This design comes from an exercise in tuning for small area, a short achievable clock period and few clock cycles on the open sky130 flow, not from production work.
The RTL was checked by simulation tests, not by an equivalence proof against the original design.
Power and IR drop assume default switching activity.

[run.sh]
#!/bin/bash
# synth_recipe.tcl (not shown) runs the flow's synth.tcl, then flattens the netlist and writes it again
# the make line also repeats each setting of config.mk as NAME=value (left out here)
make -C /OpenROAD-flow-scripts/flow DESIGN_CONFIG=/design/flow/config.mk WORK_HOME=/design/flow/orfs CLKGATE_MAP_FILE= SYNTH_SCRIPT=/design/flow/synth_recipe.tcl finish
[config.mk]
export PLATFORM = sky130hd
export DESIGN_NAME = stcp_compress
export DESIGN_NICKNAME = stcp_compress
export VERILOG_FILES = /design/flow/design.v
export SDC_FILE = /design/flow/constraint.sdc
export NUM_CORES = 4
export LEC_CHECK = 0
export CAP_MARGIN = 20
export CORE_MARGIN = 2
export CORE_UTILIZATION = 65
export SETUP_SLACK_MARGIN = 5
export SLEW_MARGIN = 20
[constraint.sdc]
create_clock -name core_clock -period 8.5 [get_ports {clk}]
set_input_delay 1.7000 -clock core_clock [delete_from_list [all_inputs] [get_ports {clk}]]
set_output_delay 1.7000 -clock core_clock [all_outputs]
set_load 0.01 [all_outputs]
[design.v]
module stcp_compress (
    input  wire       clk,
    input  wire       rst,           
    input  wire       cmd_valid,
    output wire       cmd_ready,
    input  wire [1:0] cmd_op,        
    input  wire [1:0] cmd_plane,
    input  wire [1:0] cmd_mode,      
    input  wire [5:0] cmd_len,
    input  wire       in_valid,
    output reg        in_ready,
    input  wire [7:0] in_data,
    output wire       out_valid,
    input  wire       out_ready,
    output wire [7:0] out_data,
    output wire       res_valid,
    output wire [2:0] res_kind,
    output wire [5:0] res_len,
    output wire [7:0] res_dsize,
    output wire [7:0] res_psize,
    output wire       res_degraded,
    output wire       res_err,
    output wire       act_method
);
    localparam K_NONE = 3'd0, K_REPEAT = 3'd1, K_ALLZERO = 3'd2, K_DELTA = 3'd3,
               K_PACK = 3'd4, K_NOGAIN = 3'd5;
    localparam FD = 7;               
    integer k, jj;
    reg  [4:0]   ph;
    reg  [255:0] ring0, ring1, ring2;
    reg  [5:0]   zcnt;               
    wire         zact = (zcnt != 6'd0);
    reg          act;                
    reg       cq_v, cq_row;
    reg [1:0] cq_op, cq_plane, cq_mode;
    reg [5:0] cq_len;
    assign cmd_ready = ~cq_v;
    reg       a_v, a_started;
    reg [1:0] a_plane, a_mode;
    reg [5:0] a_len, a_acc;
    reg [7:0] q0d, q1d;
    reg       q0v, q0f, q0l, q1v, q1f, q1l;
    reg       q0x, q0z, q0e, q1x, q1z, q1e;   
    reg [7:0] a_last;                        
    reg        p_v, p_row, p_done;
    reg  [1:0] p_plane, p_mode;
    reg  [5:0] p_len;
    reg        all_eq, all_zero;
    reg  [5:0] dlen;                 
    reg  [5:0] doff;
    reg  [3:0] drun;
    reg  [5:0] plen;
    reg  [1:0] pseg;                 
    reg        plit;
    reg  [5:0] pf;                   
    reg  [5:0] ptr;                  
    reg  [31:0] dm, em;
    reg  [2:0] t_kind;
    reg        t_err, t_deg, t_clr, t_clract;
    reg        o_act, o_sel, o_rep, o_ehdr;
    reg  [1:0] o_plane;
    reg  [4:0] o_tgt;                
    reg  [4:0] o_left;               
    reg  [4:0] o_ptl;                
    wire [32:0] o_ptd;               
    reg  [4:0] o_off;                
    reg  [4:0] o_rem;                
    reg  [31:0] o_mask;
    assign o_ptd = 33'd1 << o_ptl;
    reg  [7:0] f [0:FD-1];
    reg  [3:0] fc;
    reg        f_ne, f_sp2, ov;
    reg        r0v, r1v, r_done;
    reg [27:0] r0, r1;               
    reg [5:0]  rleft;                
    assign out_data  = f[0];
    assign out_valid = ov;             
    assign res_valid = r_done;
    assign {res_kind, res_len, res_dsize, res_psize, res_degraded, res_err, act_method} = r0;
    wire pop_b   = out_valid & out_ready;
    wire r_fire  = r_done;
    wire       o_fin_now;
    reg        ph0;                  
    reg        o_now;                
    wire       o_free   = ~o_act | (o_now & f_sp2);
    wire       dec_row  = p_v & p_row & p_done & ph0 & o_free & ~r1v;
    wire       dec_tok  = p_v & ~p_row & ~o_act & ~r1v;
    wire       p_start_ok = ~p_v | dec_row;
    wire       proc     = q0v & (q0f ? (ph0 & p_start_ok) : 1'b1);
    wire       proc_first = proc & q0f;
    wire [1:0] pl   = q0f ? a_plane : p_plane;
    wire [7:0] head0 = ring0[7:0], head1 = ring1[7:0], head2 = ring2[7:0];
    wire [7:0] headp = (pl == 2'd0) ? head0 : (pl == 2'd1) ? head1 : head2;
    wire [7:0] rbyte = zact ? 8'd0 : headp;
    wire       diff  = q0x;
    wire       nz    = q0z;
    wire       eqp   = q0e;
    wire [3:0] b_drun = q0f ? 4'd0 : drun;
    wire [5:0] b_doff = q0f ? 6'd0 : doff;
    wire [5:0] b_dlen = q0f ? 6'd0 : dlen;
    reg  [5:0] n_dlen;
    reg  [3:0] n_drun;
    reg  [5:0] n_doff;
    always @(*) begin
        if (diff) begin
            n_doff = 6'd0;
            if (b_drun == 4'd0 || b_drun == 4'd8) begin
                n_dlen = b_dlen + ((b_doff >= 6'd31) ? 6'd3 : 6'd2);
                n_drun = 4'd1;
            end else begin
                n_dlen = b_dlen + 6'd1;
                n_drun = b_drun + 4'd1;
            end
        end else begin
            n_dlen = b_dlen;
            n_drun = 4'd0;
            n_doff = b_doff + 6'd1;
        end
    end
    reg  [5:0] n_plen, n_pf;
    reg  [1:0] n_pseg;
    reg        n_plit;
    wire       ps1 = (pseg == 2'd1), ps2 = (pseg == 2'd2);
    wire [2:0] cold = ps1 ? {2'b00, ~plit} + 3'd1 : ps2 ? {2'b00, ~plit} + 3'd2 : 3'd2;
    wire [2:0] cnew = nz ? ((ps1 | ps2) ? 3'd1 : 3'd2) : 3'd0;
    always @(*) begin
        n_plen = plen; n_pseg = pseg; n_plit = plit; n_pf = pf;
        if (q0f) begin
            n_plen = 6'd0; n_pseg = 2'd1; n_plit = 1'b0;
            n_pf = nz ? 6'd2 : 6'd0;
        end else if (eqp) begin
            n_pseg = (pseg == 2'd3) ? 2'd3 : pseg + 2'd1;
            if (nz) begin
                if (ps1) n_pf = pf + 6'd1;
                else if (ps2 & ~plit) n_pf = pf - 6'd1;
            end
        end else begin
            n_plen = plen + {3'd0, cold};
            n_plit = ps1 | ps2;
            n_pf   = plen + {3'd0, cold} + {3'd0, cnew};
            n_pseg = 2'd1;
        end
    end
    wire       has_d  = p_mode[0];                       
    wire       has_p  = p_mode[1];                       
    wire [5:0] plen_f = pf;
    wire [5:0] ptrim  = ptr;
    wire [5:0] lenx   = p_len;
    wire       dg     = has_d & (dlen < lenx);
    wire       pg     = has_p & (plen_f < lenx);
    reg  [2:0] d_kind;
    always @(*) begin
        if (all_eq)        d_kind = K_REPEAT;
        else if (all_zero) d_kind = K_ALLZERO;
        else if (dg & pg)  d_kind = (dlen < plen_f) ? K_DELTA :
                                    (plen_f < dlen) ? K_PACK  : (act ? K_PACK : K_DELTA);
        else if (dg)       d_kind = K_DELTA;
        else if (pg)       d_kind = K_PACK;
        else               d_kind = K_NOGAIN;
    end
    wire       cand   = ~all_eq & ~all_zero;
    wire       d_isd  = (d_kind == K_DELTA);
    wire       d_isp  = (d_kind == K_PACK);
    wire [5:0] d_len  = d_isd ? dlen : d_isp ? plen_f : 6'd0;
    wire [7:0] d_dsz  = (cand & has_d) ? {2'b00, dlen} : 8'hFF;
    wire [7:0] d_psz  = (cand & has_p) ? {2'b00, plen_f} : 8'hFF;
    wire       d_act  = d_isd ? 1'b0 : d_isp ? 1'b1 : act;
    wire [27:0] d_res = {d_kind, d_len, d_dsz, d_psz, 1'b0, 1'b0, d_act};
    wire [27:0] t_res = {t_kind, 6'd0, 8'hFF, 8'hFF, t_deg, t_err, act & ~t_clract};
    wire [7:0] tail0 = ring0[255:248], tail1 = ring1[255:248], tail2 = ring2[255:248];
    wire [7:0] sbyte = (o_plane == 2'd0) ? tail0 : (o_plane == 2'd1) ? tail1 : tail2;
    wire       o_step = o_now & f_sp2;
    wire       mk0    = o_mask[31];
    reg  [2:0] dn1;
    always @(*) begin
        dn1 = 3'd7;
        for (k = 6; k >= 0; k = k - 1)
            if (!o_mask[k]) dn1 = k[2:0];            
    end
    reg  [5:0] rcnt;
    reg  [7:0] rhdr;
    always @(*) begin
        rcnt = 6'd31; rhdr = 8'd0 - 8'd31;
        for (k = 30; k >= 0; k = k - 1)
            if (!o_mask[k]) begin rcnt = k[5:0]; rhdr = 8'd0 - k; end
    end
    reg  [5:0] lm1;                  
    always @(*) begin
        lm1 = 6'd31;
        for (k = 31; k >= 1; k = k - 1)
            if (o_ptd[k] || (k <= 29 && !o_mask[k-1] && o_mask[k] && o_mask[(k+1) % 32]))
                lm1 = k - 1;
    end
    reg  [1:0] npush;
    reg  [7:0] pa, pb;
    reg  [4:0] n_orem, n_ooff;
    reg        n_orep, n_oehdr;
    always @(*) begin
        npush = 2'd0; pa = sbyte; pb = sbyte;
        n_orem = o_rem; n_ooff = o_off; n_orep = o_rep; n_oehdr = o_ehdr;
        if (!o_sel) begin
            if (o_rem != 5'd0) begin
                npush = 2'd1; pa = sbyte; n_orem = o_rem - 5'd1; n_ooff = 5'd0;
            end else if (!mk0) begin
                n_ooff = o_off + 5'd1;
                if (o_mask[0] && o_off == 5'd30) begin
                    npush = 2'd1; pa = 8'h1F; n_oehdr = 1'b1;
                end
            end else begin
                npush = 2'd2;
                pa = o_ehdr ? 8'h00 : {dn1, o_off};
                pb = sbyte;
                n_orem = {2'd0, dn1};
                n_ooff = 5'd0;
                n_oehdr = 1'b0;
            end
        end else begin
            if (o_rem != 5'd0) begin
                npush = o_rep ? 2'd0 : 2'd1; pa = sbyte; n_orem = o_rem - 5'd1;
            end else if (o_mask[0] & o_mask[1]) begin
                npush = 2'd2; pa = rhdr; pb = sbyte;
                n_orem = rcnt[4:0]; n_orep = 1'b1;
            end else begin
                npush = 2'd2; pa = {2'b00, lm1}; pb = sbyte;
                n_orem = lm1[4:0]; n_orep = 1'b0;
            end
        end
    end
    wire [1:0] npush_e = o_step ? npush : 2'd0;
    assign o_fin_now = o_step & (o_left == {3'd0, npush});
    wire a_take = in_valid & in_ready;
    wire [7:0] nhead = (a_plane == 2'd0) ? ring0[15:8] : (a_plane == 2'd1) ? ring1[15:8] : ring2[15:8];
    wire       in_x  = (in_data != ((zcnt > 6'd1) ? 8'd0 : nhead));
    wire       in_z  = (in_data != 8'd0);
    wire       in_e  = (a_acc != 6'd0) && (in_data == a_last);
    wire [5:0] a_acc1 = a_acc + 6'd1;
    wire [5:0] a_acc_n = a_take ? a_acc1 : a_acc;
    wire a_end1 = (a_acc1 == a_len), a_end0 = (a_acc == a_len);
    wire a_rel = a_v & (a_take ? a_end1 : a_end0) & (a_started | (proc_first));
    wire [1:0] cp = cq_plane;
    wire conflict = (p_v & p_row & p_plane == cp) | (o_act & o_plane == cp)
                  | (q0v & q0f & a_plane == cp);
    wire a_disp = cq_v & cq_row & (~a_v | a_rel) & ~conflict & ~(p_v & ~p_row);
    wire t_disp = cq_v & ~cq_row & ~a_v & ~q0v & ~q1v & ~p_v;
    wire zc = p_v & p_row & ({1'b0, ph} >= p_len);
    always @(posedge clk) begin
        ring0 <= {((proc && pl == 2'd0) ? q0d : (zact ? 8'd0 : head0)), ring0[255:8]};
        ring1 <= {((proc && pl == 2'd1) ? q0d : (zact ? 8'd0 : head1)), ring1[255:8]};
        ring2 <= {((proc && pl == 2'd2) ? q0d : (zact ? 8'd0 : head2)), ring2[255:8]};
        dm <= {(proc ? diff : (zc ? 1'b0 : dm[0])), dm[31:1]};
        em <= {(proc ? eqp  : (zc ? 1'b0 : em[0])), em[31:1]};
    end
    wire [3:0] wpa = fc, wpb = fc + 4'd1;
    integer j;
    always @(posedge clk) begin
        for (j = 0; j < FD; j = j + 1) begin
            if (pop_b) begin
                if (j + 1 < FD) begin
                    if (npush_e != 2'd0 && wpa == j + 1)       f[j] <= pa;
                    else if (npush_e == 2'd2 && wpb == j + 1)  f[j] <= pb;
                    else                                       f[j] <= f[(j + 1) % FD];
                end
            end else begin
                if (npush_e != 2'd0 && wpa == j)               f[j] <= pa;
                else if (npush_e == 2'd2 && wpb == j)          f[j] <= pb;
            end
        end
    end
    wire [3:0] fc_np = fc + {2'd0, npush_e};
    wire [3:0] fc_p  = fc_np - 4'd1;
    wire [3:0] fc_n  = pop_b ? fc_p : fc_np;
    wire       fne_n = pop_b ? (fc_p != 4'd0) : (fc_np != 4'd0);
    wire       fsp_n = pop_b ? (fc_p <= FD - 2) : (fc_np <= FD - 2);
    always @(posedge clk) begin
        if (rst) begin
            ph <= 5'd0; ph0 <= 1'b1; o_now <= 1'b0;
            zcnt <= 6'd32;
            act <= 1'b0;
            cq_v <= 1'b0;
            a_v <= 1'b0; a_started <= 1'b0; a_acc <= 6'd0;
            in_ready <= 1'b0;
            q0v <= 1'b0; q1v <= 1'b0;
            p_v <= 1'b0; p_done <= 1'b0;
            o_act <= 1'b0;
            fc <= 4'd0; f_ne <= 1'b0; f_sp2 <= 1'b1; ov <= 1'b0;
            r0v <= 1'b0; r1v <= 1'b0; r_done <= 1'b0; rleft <= 6'd0;
        end else begin
            ph <= ph + 5'd1;
            ph0 <= (ph == 5'd31);
            if (zcnt != 6'd0) zcnt <= zcnt - 6'd1;
            if (cmd_valid & ~cq_v) begin
                cq_v <= 1'b1;
                cq_op <= cmd_op; cq_plane <= cmd_plane; cq_mode <= cmd_mode; cq_len <= cmd_len;
                cq_row <= (cmd_op == 2'd0) && (cmd_plane != 2'd3) && (cmd_mode != 2'd0)
                          && (cmd_len != 6'd0) && (cmd_len <= 6'd32);
            end else if (a_disp | t_disp) begin
                cq_v <= 1'b0;
            end
            if (a_disp) begin
                a_v <= 1'b1; a_started <= 1'b0; a_acc <= 6'd0;
                a_plane <= cq_plane; a_mode <= cq_mode; a_len <= cq_len;
            end else begin
                if (a_rel) a_v <= 1'b0;
                a_acc <= a_acc_n;
                if (proc_first) a_started <= 1'b1;
            end
            begin : iq
                reg v0, v1, f0, f1, l0, l1, x0, x1, z0, z1, e0, e1;
                reg [7:0] d0, d1;
                v0 = q0v; v1 = q1v; f0 = q0f; f1 = q1f; l0 = q0l; l1 = q1l; d0 = q0d; d1 = q1d;
                x0 = q0x; x1 = q1x; z0 = q0z; z1 = q1z; e0 = q0e; e1 = q1e;
                if (proc) begin v0 = v1; f0 = f1; l0 = l1; d0 = d1; x0 = x1; z0 = z1; e0 = e1; v1 = 1'b0; end
                if (a_take) begin
                    if (!v0) begin v0 = 1'b1; d0 = in_data; f0 = (a_acc == 6'd0); l0 = a_end1; x0 = in_x; z0 = in_z; e0 = in_e; end
                    else     begin v1 = 1'b1; d1 = in_data; f1 = (a_acc == 6'd0); l1 = a_end1; x1 = in_x; z1 = in_z; e1 = in_e; end
                    a_last <= in_data;
                end
                q0v <= v0; q1v <= v1; q0f <= f0; q1f <= f1; q0l <= l0; q1l <= l1; q0d <= d0; q1d <= d1;
                q0x <= x0; q1x <= x1; q0z <= z0; q1z <= z1; q0e <= e0; q1e <= e1;
            end
            begin : ir
                reg c0, c1, sp0, sp1;
                c0  = (a_acc < a_len) && (ph + 5'd2 == a_acc[4:0]);
                c1  = (a_acc1 < a_len) && (ph + 5'd2 == a_acc1[4:0]);
                sp0 = ~(q0v & q1v) | proc;               
                sp1 = ~(q0v | q1v) | (~(q0v & q1v) & proc);
                if (a_disp)
                    in_ready <= (ph == 5'd30) && (a_take ? sp1 : sp0);
                else
                    in_ready <= a_v && (a_take ? (c1 && sp1) : (c0 && sp0));
            end
            if (proc) begin
                if (q0f) begin
                    p_v <= 1'b1; p_row <= 1'b1;
                    p_plane <= a_plane; p_mode <= a_mode; p_len <= a_len;
                    all_eq <= ~diff; all_zero <= ~nz;
                end else begin
                    if (diff) all_eq <= 1'b0;
                    if (nz) all_zero <= 1'b0;
                end
                dlen <= n_dlen; drun <= n_drun; doff <= n_doff;
                plen <= n_plen; pseg <= n_pseg; plit <= n_plit; pf <= n_pf;
                if (nz) ptr <= {1'b0, ph} + 6'd1;
                else if (q0f) ptr <= 6'd0;
                p_done <= q0l;
            end else if (dec_row | dec_tok) begin
                p_v <= 1'b0; p_done <= 1'b0;
            end else if (t_disp) begin
                p_v <= 1'b1; p_row <= 1'b0;
                t_err <= 1'b0; t_deg <= 1'b0; t_clr <= 1'b0; t_clract <= 1'b0;
                t_kind <= K_NONE;
                case (cq_op)
                    2'd0: begin
                        if (cq_plane == 2'd3)      t_err <= 1'b1;
                        else if (cq_mode == 2'd0)  t_kind <= K_NOGAIN;
                        else if (cq_len > 6'd32) begin t_kind <= K_NOGAIN; t_deg <= 1'b1; end
                        else                       t_kind <= K_REPEAT;
                    end
                    2'd1: t_clr <= 1'b1;
                    2'd2: begin t_clr <= 1'b1; t_clract <= 1'b1; end
                    default: ;
                endcase
            end
            if (dec_row) begin
                if (d_isd) act <= 1'b0;
                if (d_isp) act <= 1'b1;
            end
            if (dec_tok) begin
                if (t_clr) zcnt <= 6'd32;
                if (t_clract) act <= 1'b0;
            end
            o_now <= (dec_row & (d_isd | d_isp)) |
                     (o_act & ~o_fin_now & (o_now ? f_sp2 : (o_tgt == ph + 5'd1)));
            if (dec_row & (d_isd | d_isp)) begin
                o_act <= 1'b1; o_sel <= d_isp; o_plane <= p_plane;
                o_tgt <= 5'd1; o_left <= d_len[4:0]; o_ptl <= ptrim[4:0];
                o_off <= 5'd0; o_rem <= 5'd0; o_rep <= 1'b0; o_ehdr <= 1'b0;
            end else if (o_step) begin
                if (o_fin_now) o_act <= 1'b0;
                o_tgt <= o_tgt + 5'd1;
                o_left <= o_left - {3'd0, npush};
                o_ptl <= o_ptl - 5'd1;
                o_rem <= n_orem; o_off <= n_ooff; o_rep <= n_orep; o_ehdr <= n_oehdr;
            end
            fc <= fc_n;
            f_ne <= fne_n;
            f_sp2 <= fsp_n;
            begin : rq
                reg v0, v1;
                reg [27:0] e0, e1;
                reg [5:0] s;
                reg rd;
                v0 = r0v; v1 = r1v; e0 = r0; e1 = r1;
                if (r_fire) begin
                    v0 = v1; e0 = e1; v1 = 1'b0;
                    s = r1[24:19];
                    rd = r1v & (r1[24:19] == 6'd0);
                end else begin
                    s = rleft - {5'd0, pop_b};
                    rd = r0v & (pop_b ? (rleft == 6'd1) : (rleft == 6'd0));
                end
                r_done <= rd;
                ov <= fne_n & ~rd;
                if (dec_row | dec_tok) begin
                    if (!v0) begin v0 = 1'b1; e0 = dec_row ? d_res : t_res; s = dec_row ? d_len : 6'd0; end
                    else     begin v1 = 1'b1; e1 = dec_row ? d_res : t_res; end
                end
                r0v <= v0; r1v <= v1; r0 <= e0; r1 <= e1; rleft <= s;
            end
        end
    end
    always @(posedge clk) begin
        if (dec_row)
            o_mask <= d_isp ? {em[0], em[31:1]} : {dm[0], dm[31:1]};
        else begin
            o_mask <= {o_mask[0], (o_step ? 1'b0 : o_mask[31]), o_mask[30:1]};
        end
    end
endmodule
==> run summary <==
-- cells by family after synthesis --
group	synth area share, %
simple gates	9.52
compound gates	8.53
buf+inv	2.39
xor+xnor	2.27
mux	4.29
fa+ha+maj	3.09
flops	69.9
-- worst register-to-register path, cell delays in order (launching register included) --
cell and delay, ns:
edfxtp_1 0.48, inv_1 0.15, ha_1 0.28, nand2b_1 0.23, o22ai_1 0.29, or3_1 0.29
o21ba_2 0.20, o31ai_1 0.42, o211ai_2 0.37, o21ai_1 0.31, o22ai_1 0.12
-- layer usage --
metal / track usage, % / vias to the layer above / wire [um]
li1: - / 10200 / -
met1: 39.0 / 10900 / 36400
met2: 49.6 / 1043 / 43300
met3: 4.97 / 291 / 5910
met4: 12.9 / 2 / 3790
met5: 0 / - / 16
-- per-stage QoR --
stage	setup WS [ns]	instances	total power [mW]	hold WS [ns]
2_1_floorplan	5.02	2901	6.49	0.310
4_1_cts	4.98	3803	11.4	0.296
6_report	4.74	3821	11.4	0.291
5_1_grt	4.78	3820	11.7	0.292
3_3_place_gp	4.56	3611	6.64	0.311
3_5_place_dp	4.46	3612	6.69	0.312
-- placed cells by master, fill, tap and decap left out, types with 15 or more instances in the layout --
| cell | instances |
|---|---|
| a21oi_1 | 121 |
| a31oi_1 | 25 |
| and2_1 | 20 |
| buf_4 | 29 |
| clkbuf_1 | 20 |
| clkbuf_16 | 103 |
| clkbuf_8 | 25 |
| clkdlybuf4s50_1 | 59 |
| clkinv_2 | 20 |
| dfxtp_1 | 947 |
| edfxtp_1 | 211 |
| ha_1 | 77 |
| inv_1 | 74 |
| mux2i_1 | 139 |
| nand2_1 | 244 |
| nand2b_1 | 22 |
| nand3_1 | 69 |
| nand4_1 | 21 |
| nor2_1 | 173 |
| nor2b_1 | 40 |
| nor3_1 | 30 |
| o21a_1 | 15 |
| o21ai_0 | 126 |
| o21ai_1 | 37 |
| o22ai_1 | 38 |
| or2_2 | 15 |
| xnor2_1 | 57 |
| xor2_1 | 36 |
-- area by class of cell --
cell class	count	area share [%]
tap	748	2.27
antenna	4	0.0243
multi-input combinational	1547	24.7
clock inverter	38	1.13
sequential	1159	61.5
clock buffer	148	7.28
inverter	78	0.714
timing repair buffer	99	2.38
-- how the worst max path moves through the flow --
stage / start / slack [ns] / end
finish: in_data[2] / 4.74 / q0x
global route: in_data[2] / 4.78 / q0x
CTS: o_rem[0] / 4.98 / ov
detailed placement: in_data[3] / 4.46 / q0x
global placement: in_valid / 4.56 / a_len[2]
floorplan: rst / 5.02 / cq_len[0]
-- state kept, by name (all words and copies together) (netlist names), 6 cells and up --
register / count
ring0: 256
ring1: 256
ring2: 256
f: 56
dm: 32
em: 32
o_mask: 32
r0: 28
r1: 26
a_last: 8
q0d: 8
q1d: 8
a_acc: 6
a_len: 6
cq_len: 6
dlen: 6
doff: 6
p_len: 6
pf: 6
plen: 6
rleft: 6
zcnt: 6
-- where the power goes --
| part | internal (mW) | switching, mW |
|---|---|---|
| logic | 0.325 | 0.432 |
| registers | 5.77 | 0.0992 |
| clock network | 2.63 | 2.17 |
| total | 8.73 | 2.71 |
-- timing repair --
item,in CTS,in global routing
pin swaps,0,3
endpoints found under the hold margin,0,0
buffers inserted,3,13
resized for setup,12,25
gates cloned,2,0
setup endpoints to repair,51,52
==> impl_metrics.csv <==
group,metric,value,unit
clock_tree,hold_buffers,0,
worst_setup_path,cp.depth,6,
final_layout,nets,3094,
worst_setup_path,required,8.91,ns
logic_synthesis,synth_top_cell_by_area,"dfxtp_1",
global_routing,grt_max_degree,79,
place,io_buffers,64,
logic_synthesis,synthDistinctLibCells,96,
worst_setup_path,path_max_fanout,8,
clock_tree,cts-root-buf,"clkbuf_16",
logic_synthesis,synth_top_area_share,52.4,%
floorplanning,ioPinCount,65,
global_routing,track_usage,29.9,%
timing,worstMarginPinSlew,1.09,ns
timing,skew,0.0563,ns
clock_tree,worstSkewPairLatency,0.70,ns
logic_synthesis,syn_area_per_cell,12.5,um2
global_routing,grt_pass1_wl,132,mm
final_layout,drive_gt1_share,9.19,%
logic_synthesis,synth_common_cells,"dfxtp_1 (948), nand2_1 (245), edfxtp_1 (211)",
final_layout,final_util,74.8,%
worst_setup_path,start_kind,"input port",
worst_hold_path,worstHoldStart,"ring1[24]",
place,dp_hpwl,48.9,mm
floorplanning,core-area,55100,um2
floorplanning,die_y,240,um
worst_setup_path,cp_num_buf_inv,1,
drt,ant_nets,0,
final_layout,multi_input_area,10200,um2
clock_tree,cts.sinks,1159,
logic_synthesis,yosysWarnings,2,
global_routing,grt-ovfl-total,0,
place,dpl_cell_area,37400,um2
worst_setup_path,reg2reg_slack,5.11,ns
logic_synthesis,yosysMostFrequentCell,"dfxtp_1",
final_layout,fillers,3314,
final_layout,syn_to_final_growth,13.7,%
worst_hold_path,hp-class,"flip-flop to flip-flop",
floorplanning,rows,86,
timing,period_share,44.2,%
logic_synthesis,postSynthCellCount,2901,
logic_synthesis,ys_async_sr_fraction,0,%
status,outcome,"no timing/DRC/antenna violations",
worst_setup_path,path_cells,"clkdlybuf4s50_1, nor4b_1, a31oi_1, o32a_1, or4_1, o21a_1",
drt,drt-vias-per-instance,5.89,
timing,max_freq,266,MHz
timing,period_needed,3.76,ns
clock_tree,clk_path_buf_depth,3,
worst_hold_path,hold_path_depth,0,
final_layout,final_area,41200,um2
worst_setup_path,critPathCaptureType,"flip-flop",
logic_synthesis,synth_ff_type,"dfxtp_1",
timing,slew_violations,0,
clock_tree,cts_made_buffers,99,
worst_setup_path,cp_slowest_cell,"clkdlybuf4s50_1",
logic_synthesis,yosys_register_bits,1159,
drt,num_vias,22500,
worst_setup_path,worstSetupPathType,"input port to flip-flop",
timing,fin_tns_setup,0,ns
logic_synthesis,synth_area_leaders,"dfxtp_1 (52%), edfxtp_1 (17%), mux2i_1 (3.8%)",
worst_setup_path,crit_arrival,4.16,ns
floorplanning,die_w,240,um
power_and_ir_drop,vdd_ir_drop_max,0.293,mV
place,gp_congestion,0.901,
drt,drt_iter0_drc,2419,
worst_hold_path,hold_path_end,"ring1[16]",
timing,hold_viol_final,0,
logic_synthesis,netlist_area,36200,um2
global_routing,grt_antenna_before_repair,7,
worst_setup_path,reg2reg_depth,10,
clock_tree,ctsHtreeMaxLevel,3,
clock_tree,cts.clk_slew.worst_paths,0.08,ns
drt,drc,0,
final_layout,seq_area,25300,um2
job,drv_cap,0,
global_routing,grt_pass1_vias,22600,
power_and_ir_drop,power_leakage,15.9,nW
drt,drt_pre_antenna_iters,6,
drt,wl_per_cell,23.4,um
drt,routed_wl,89.4,mm
logic_synthesis,synth-seq-area-share,69.9,%
logic_synthesis,synthesis.nets,3011,
logic_synthesis,synth_edf_count,211,
timing,slew_headroom,27.0,%
timing,rsz0062_at_grt,"true",
power_and_ir_drop,power_density,278,nW/um2
worst_setup_path,timing.rr.end,"f[0][2]",
floorplanning,dieArea,57600,um2
clock_tree,tritoncts,"built",
floorplanning,start_util,65.7,%
timing,setup_violations,0,
worst_setup_path,critPathMaxStageDelay,0.77,ns
worst_setup_path,rr_startpoint,"o_ptl[0]",
worst_setup_path,critPathTopFamily,"simple AND/OR/NAND/NOR gates",
Testbench counts, summed over its fixed seeds: cycles 123,060.

==> port drivers added, routing unchanged <==
No port has a modelled driver above. Below, the same layout with a new extraction and two added sets of constraints. Step 1 sets driving cells, clkbuf_16 on the clock port and buf_2 on the other inputs (assumed; they add their load-dependent delay and slew). Step 2 times the ports against the registers' clock, not the clock port: input delays grow and output delays shrink by t, the midpoint of the rising clock arrivals with the driver on. Three values: no drivers, after step 1, after step 2; two values: the first two.
t (ns): 0.737
setup WS [ns]: 4.744 / 4.756 / 4.019
worst hold slack (ns): 0.291 / 0.291 / 0.291
worst setup path at the end: input to register
latest minus earliest clock arrival (ns): 0.063 / 0.064
After both steps setup and hold are still met in this run. The setup slack of this run moves by +0.012 ns with the drivers and by -0.725 ns with both steps.
